This is an optimization exercise on Yosys and OpenROAD, whose aim is small area, not a production implementation.
In this exercise RTL edits were held to simulation tests only and were not proved equivalent to the original.
Power figures rest on the tool's default switching activity, not on a simulated workload.

==> flow/design.v (excerpt) <==
module qsp_frame_decoder (
    input  wire         clk,
    input  wire         rst,           
    input  wire         in_valid,
    input  wire [7:0]   in_byte,
    output reg          sample_valid,
    output wire [223:0] sample,
    output reg  [1:0]   diag,
    output reg  [15:0]  sync_cnt,
    output reg  [15:0]  len_cnt,
    output reg  [15:0]  crc_cnt
);
Size: about 300 flip-flops, ~290 I/O pins, about 10,000 um2 of cells after synthesis.
clock: 18.0 ns
lec_check: 0
cap_margin: 20
core_margin: 2
core_utilization: 65
slew_margin: 20
standard.sh (not shown) runs the stock make flow with config.mk's settings and CLKGATE_MAP_FILE= SYNTH_SCRIPT=/design/flow/synth_recipe.tcl, a recipe that flattens the netlist after the stock synthesis.
==> flow/flow/run.sh <==
#!/bin/bash
# Own layout flow: the standard ORFS flow (standard.sh) with three changes:
#  * ABC maps the logic with an area-oriented script (flow/abc_area.script)
#    instead of ORFS's delay-oriented one; registers are mapped as before;
#  * the input and output port buffers use the smallest buffer (buf_1);
#  * the clock tree uses fewer, larger sink clusters.
set -euo pipefail
W=$PWD
rm -rf "$W/scripts_mod"
cp -r "$FLOW_HOME/scripts" "$W/scripts_mod"
cp "$W/flow/abc_area.script" "$W/scripts_mod/abc_area.script"
export BUFFER_PORTS_ARGS="-buffer_cell sky130_fd_sc_hd__buf_1"
export CTS_ARGS="-sink_clustering_enable -repair_clock_nets -sink_clustering_size 10 -sink_clustering_max_diameter 60 -buf_list sky130_fd_sc_hd__clkbuf_4 -dont_use_dummy_load"
bash standard.sh SCRIPTS_DIR="$W/scripts_mod" ABC_AREA=1 finish > flow_finish.log 2>&1
==> flow/flow/abc_area.script <==
strash
&get -n
&st
&deepsyn -T 30
&dch -f
&nf -a -R 1000
&put
topo
Edit:
--- a/flow/config.mk
+++ b/flow/config.mk
@@ -10 +10 @@
-export CORE_UTILIZATION = 65
+export CORE_UTILIZATION = 60
Wire length grows by 1.3%. Count of clock-buffer cells in the layout is unchanged. Utilization fell by 5.9 points. Clock skew is about the same. Setup slack is unchanged. Maximum frequency stays flat. Combinational power is about the same.

* * *

## job 7460
The RTL this note starts from:
==> flow/design.v <==
module qsp_frame_decoder (
    input  wire         clk,
    input  wire         rst,           
    input  wire         in_valid,
    input  wire [7:0]   in_byte,
    output wire         sample_valid,
    output wire [223:0] sample,
    output wire [1:0]   diag,
    output reg  [15:0]  sync_cnt,
    output reg  [15:0]  len_cnt,
    output reg  [15:0]  crc_cnt
);
    localparam [4:0] LEN_AO = 5'd31;     
    reg [4:0]   fb_len;      
    reg [4:0]   rem;         
    reg [223:0] sr;          
    reg [15:0]  crc;         
    reg         cmatch;      
    wire ao   = (fb_len == LEN_AO);
    wire pz   = (rem == 5'd0);
    wire full = (fb_len == 5'd30);
    wire bz   = (in_byte == 8'h00);
    wire lt28 = (fb_len[4:2] != 3'b111);
    assign sample       = sr;
    assign sample_valid = ao & rem[2];
    assign diag         = {2{ao}} & rem[1:0];
    wire [4:0] code_rem = (in_byte[7:5] != 3'd0) ? 5'd31 : (in_byte[4:0] - 5'd1);
    wire [7:0] wdata = pz ? 8'h00 : in_byte;
    wire [7:0] cx0 = crc[15:8] ^ wdata;
    wire [7:0] cx  = cx0 ^ {4'h0, cx0[7:4]};
    wire [15:0] crc_next = {crc[7:0], 8'h00} ^ {cx[3:0], 12'h000} ^ {3'b000, cx, 5'b00000} ^ {8'h00, cx};
    reg       append;
    reg [1:0] err;
    reg       good;
    always @* begin
        append = 1'b0;
        err    = 2'd0;
        good   = 1'b0;
        if (!ao) begin
            if (bz) begin
                if (!pz)
                    err = 2'd1;
                else if (!full)
                    err = 2'd2;
                else if (!cmatch)
                    err = 2'd3;
                else
                    good = 1'b1;
            end else if (full) begin
                err = 2'd2;
            end else begin
                append = 1'b1;
            end
        end
    end
    wire result = good | (err != 2'd0);
    always @(posedge clk) begin
        if (!rst && in_valid && append && lt28)
            sr <= {wdata, sr[223:8]};
    end
    always @(posedge clk) begin
        if (ao)
            crc <= 16'h0000;
        else if (in_valid && append && lt28)
            crc <= crc_next;
    end
    always @(posedge clk) begin
        if (in_valid && append) begin
            if (fb_len == 5'd28)
                cmatch <= (wdata == crc[7:0]);
            else if (fb_len == 5'd29)
                cmatch <= cmatch & (cx0 == 8'h00);
        end
    end
    always @(posedge clk) begin
        if (rst) begin
            fb_len <= LEN_AO;
            rem    <= 5'd0;
        end else if (!in_valid) begin
            if (ao)
                rem <= 5'd0;
        end else if (ao) begin
            if (bz) begin
                rem <= 5'd0;
            end else begin
                fb_len <= 5'd0;
                rem    <= code_rem;
            end
        end else if (result) begin
            fb_len <= LEN_AO;
            rem    <= {2'b00, good, err};
        end else begin
            fb_len <= fb_len + 5'd1;
            rem    <= pz ? code_rem : (rem - 5'd1);
        end
    end
    wire [16:0] sc, lc, cc;
    assign sc[0] = in_valid & (err == 2'd1);
    assign lc[0] = in_valid & (err == 2'd2);
    assign cc[0] = in_valid & (err == 2'd3);
    genvar gi;
    generate
        for (gi = 0; gi < 16; gi = gi + 1) begin : g_cnt
            assign sc[gi+1] = sc[gi] & sync_cnt[gi];
            assign lc[gi+1] = lc[gi] & len_cnt[gi];
            assign cc[gi+1] = cc[gi] & crc_cnt[gi];
        end
    endgenerate
    always @(posedge clk) begin
        if (rst) begin
            sync_cnt <= 16'd0;
            len_cnt  <= 16'd0;
            crc_cnt  <= 16'd0;
        end else begin
            sync_cnt <= (sync_cnt ^ sc[15:0]) | {16{sc[16]}};
            len_cnt  <= (len_cnt  ^ lc[15:0]) | {16{lc[16]}};
            crc_cnt  <= (crc_cnt  ^ cc[15:0]) | {16{cc[16]}};
        end
    end
endmodule
Settings: LEC_CHECK=0, ABC_AREA=1, CAP_MARGIN=20, CORE_MARGIN=2, CORE_UTILIZATION=60, SLEW_MARGIN=20; clock period 18.0 ns.
==> flow/flow/run.sh <==
#!/bin/bash
# Own layout flow: the standard ORFS flow, with the smallest buffer
# (sky130_fd_sc_hd__buf_1) for the input and output port buffers and a
# clock tree built from fewer, larger sink clusters.
set -euo pipefail
export BUFFER_PORTS_ARGS="-buffer_cell sky130_fd_sc_hd__buf_1"
export CTS_ARGS="-sink_clustering_enable -repair_clock_nets -sink_clustering_size 30 -sink_clustering_max_diameter 120"
bash standard.sh finish > flow_finish.log 2>&1
Relative to job 7460, the following input files were edited for job 2957:
- ABC_AREA removed (was 1)
Measured against each other, job 2957 and job 7460 differ in all-layer global routing usage, the lower figure coming from job 7460.
Relative to job 7460, signal arrival time at the worst endpoint has gone up in job 2957.
In job 2957 relative to job 7460, average size of a mapped cell had gone up by more than 10%.
Re source-to-sink clock delay at the later pin of the worst-skew pair: job 7460 was higher than job 2957.
Between job 2957 and job 7460, portion of the clock cycle consumed by the worst path in the final layout is lower for job 7460, job 2957 comes in above that.
Combinational cell fraction of total power ends up lower on job 2957.
Job 2957: logic depth of the worst path, buffers included is about 3.6% lower than what job 7460 reported.
Total chip power went down slightly going from job 7460 to job 2957.
Between job 2957 and job 7460, the worst hold slack across all endpoints figures differ only marginally.
Delta (job 2957 minus job 7460): clock network fraction of total power did not really move; setup slack of the critical path after layout lost 0.25 ns.
The following lists how job 5005 was set up differently from job 2957:
--- a/flow/flow/run.sh
+++ b/flow/flow/run.sh
@@ -7 +7 @@
-export CTS_ARGS="-sink_clustering_enable -repair_clock_nets -sink_clustering_size 30 -sink_clustering_max_diameter 120"
+export CTS_ARGS="-sink_clustering_enable -repair_clock_nets -sink_clustering_size 25 -sink_clustering_max_diameter 80 -dont_use_dummy_load"
Compared with job 2957, job 5005 shows a higher utilization. Between job 5005 and job 2957, the clock latency reported for the late side of the worst-skew pair figures differ only marginally. Cmp job 5005 vs job 2957: global-route usage higher in job 5005. Of job 2957 and job 5005, the higher worst hold slack belongs to job 2957. Internal power for job 5005 is higher than for job 2957. Worst setup slack after layout in job 5005 is 0.010 ns below job 2957. Looking at post-layout minimum cycle time, job 5005 sits 0.010 ns above job 2957. Looking at job 2957 and job 5005, the fmax is a wash. Total power, job 2957 and job 5005: larger value in job 5005. Diff job 2957 -> job 5005: buffering overhead level, switching power as a share of total power dropped 0.21 points.

* * *

qsp_frame_decoder, a different RTL version from the one above (not shown whole).
## qsp_frame_decoder
module qsp_frame_decoder (
    input  wire         clk,
    input  wire         rst,           
    input  wire         in_valid,
    input  wire [7:0]   in_byte,
    output wire         sample_valid,
    output wire [223:0] sample,
    output wire [1:0]   diag,
    output reg  [15:0]  sync_cnt,
    output reg  [15:0]  len_cnt,
    output reg  [15:0]  crc_cnt
);
    localparam [4:0] LEN_AO = 5'd31;     
    reg [4:0]   fb_len;      
    reg [4:0]   rem;         
    reg [223:0] sr;          
    reg [15:0]  crc;         
    reg         cmatch;      
    wire ao   = (fb_len == LEN_AO);
    wire pz   = (rem == 5'd0);
    wire full = (fb_len == 5'd30);
    wire bz   = (in_byte == 8'h00);
    wire lt28 = (fb_len[4:2] != 3'b111);
    assign sample       = sr;
    assign sample_valid = ao & rem[2];
    assign diag         = {2{ao}} & rem[1:0];
    wire [4:0] code_rem = (in_byte[7:5] != 3'd0) ? 5'd31 : (in_byte[4:0] - 5'd1);
    wire [7:0] wdata = pz ? 8'h00 : in_byte;
    wire [7:0] cx0 = crc[15:8] ^ wdata;
    wire [7:0] cx  = cx0 ^ {4'h0, cx0[7:4]};
    wire [15:0] crc_next = {crc[7:0], 8'h00} ^ {cx[3:0], 12'h000} ^ {3'b000, cx, 5'b00000} ^ {8'h00, cx};
    reg       append;
    reg [1:0] err;
    reg       good;
    always @* begin
        append = 1'b0;
        err    = 2'd0;
        good   = 1'b0;
        if (!ao) begin
            if (bz) begin
                if (!pz)
                    err = 2'd1;
                else if (!full)
                    err = 2'd2;
                else if (!cmatch)
                    err = 2'd3;
                else
                    good = 1'b1;
            end else if (full) begin
                err = 2'd2;
            end else begin
                append = 1'b1;
            end
        end
    end
    wire result = good | (err != 2'd0);
    always @(posedge clk) begin
        if (!rst && in_valid && append && lt28)
            sr <= {wdata, sr[223:8]};
    end
    always @(posedge clk) begin
        if (ao)
            crc <= 16'h0000;
  ...
==> flow/config.mk <==
export PLATFORM = sky130hd
export DESIGN_NAME = qsp_frame_decoder
export DESIGN_NICKNAME = qsp_frame_decoder
export VERILOG_FILES = /design/flow/design.v
export SDC_FILE = /design/flow/constraint.sdc
export NUM_CORES = 4
export LEC_CHECK = 0
export CAP_MARGIN = 20
export CORE_MARGIN = 2
export CORE_UTILIZATION = 40
export SLEW_MARGIN = 20
==> flow/constraint.sdc <==
create_clock -name core_clock -period 18.0 [get_ports {clk}]
set_input_delay 3.6000 -clock core_clock [delete_from_list [all_inputs] [get_ports {clk}]]
set_output_delay 3.6000 -clock core_clock [all_outputs]
set_load 0.01 [all_outputs]
run.sh (not shown) runs the stock make flow with config.mk's settings and CLKGATE_MAP_FILE= SYNTH_SCRIPT=/design/flow/synth_recipe.tcl, a recipe that flattens the netlist after the stock synthesis.
Stock flow here: none of the scripts above is used.
==> next run, changes <==
==> flow/flow/run.sh (new file) <==
#!/bin/bash
# Own layout flow: the standard ORFS flow, but with the smallest buffer
# (sky130_fd_sc_hd__buf_1) for the input and output port buffers.
set -euo pipefail
export BUFFER_PORTS_ARGS="-buffer_cell sky130_fd_sc_hd__buf_1"
bash standard.sh finish > flow_finish.log 2>&1
==> flow/standard.sh (new file) <==
#!/bin/bash
# synth_recipe.tcl (not shown) runs the flow's synth.tcl, then flattens the netlist and writes it again
# the make line also repeats each setting of config.mk as NAME=value (left out here)
make -C /OpenROAD-flow-scripts/flow DESIGN_CONFIG=/design/flow/config.mk WORK_HOME=/design/flow/orfs CLKGATE_MAP_FILE= SYNTH_SCRIPT=/design/flow/synth_recipe.tcl "${@:-finish}"
removed: flow/run.sh
Outcome: Utilization is lower by 6.6 points; routed wire length is lower by 6.1%; flip-flop and latch count does not change; setup slack gains 300 ps; sequential share of layout area is higher by 7.0 points; power is lower by about 4.5%; hold slack gains 3.1 ps; register-to-register slack gains 220 ps; count of clock-buffer cells in the layout is lower by 11; via count is lower by about 1%; cell area is lower by about 12%.
==> next run, changes <==
==> flow/run.sh (new file) <==
#!/bin/bash
# synth_recipe.tcl (not shown) runs the flow's synth.tcl, then flattens the netlist and writes it again
# the make line also repeats each setting of config.mk as NAME=value (left out here)
make -C /OpenROAD-flow-scripts/flow DESIGN_CONFIG=/design/flow/config.mk WORK_HOME=/design/flow/orfs CLKGATE_MAP_FILE= SYNTH_SCRIPT=/design/flow/synth_recipe.tcl finish
--- a/flow/config.mk
+++ b/flow/config.mk
@@ -10,2 +10,4 @@
 export CORE_UTILIZATION = 40
+export CTS_BUF_LIST = sky130_fd_sc_hd__clkbuf_4
+export CTS_CLUSTER_SIZE = 30
 export SLEW_MARGIN = 20
removed: flow/flow/run.sh
removed: flow/standard.sh
The new run passed the timing, DRC and antenna checks.
Final area grows by roughly a tenth.
Critical path depth does not change.
Sequential cell count is unchanged.
Worst setup slack gets worse by 460 ps.
Total power went up by a few percent.
Synthesized cell count is unchanged.

## port drivers added, routing unchanged
The flow's constraints put no driver on any port. The routed layouts listed below were extracted and timed again, unchanged, in two steps. Step 1 assumes that a clkbuf_16 drives the clock port and a buf_2 every other input. Step 2, shift: input delay + t, output delay - t, t = (earliest + latest rising clock arrival at the registers) / 2. This alone moves slack from input paths to output paths. Three values: ideal ports, drivers, drivers and shift; two values: the first two.
run	shift t [ns]	setup WS [ns]	slew at the worst register clock pin (ns)	worst slew at a driven data input, ns
the first run of note 1	0.614	11.460 / 11.478 / 10.864	0.11 / 0.11	0.04
the second run of note 1	0.611	11.460 / 11.478 / 10.867	0.11 / 0.11	0.03
job 7460	0.526	10.178 / 10.197 / 9.671	0.12 / 0.12	0.04
job 2957	0.525	9.927 / 9.950 / 9.425	0.11 / 0.11	0.04
job 5005	0.514	9.916 / 9.940 / 9.426	0.09 / 0.09	0.04
the first run of note 3	0.538	10.970 / 10.924 / 10.466	0.06 / 0.06	0.05
the second run of note 3	0.591	11.273 / 11.228 / 11.015	0.07 / 0.07	0.06
the third run of note 3	0.700	10.811 / 10.765 / 10.464	0.07 / 0.07	0.05
After both steps every run listed still meets setup and hold. For the first run of note 1, which loses most, drivers alone change the setup slack by +0.018 ns; drivers and shift together by -0.596 ns.
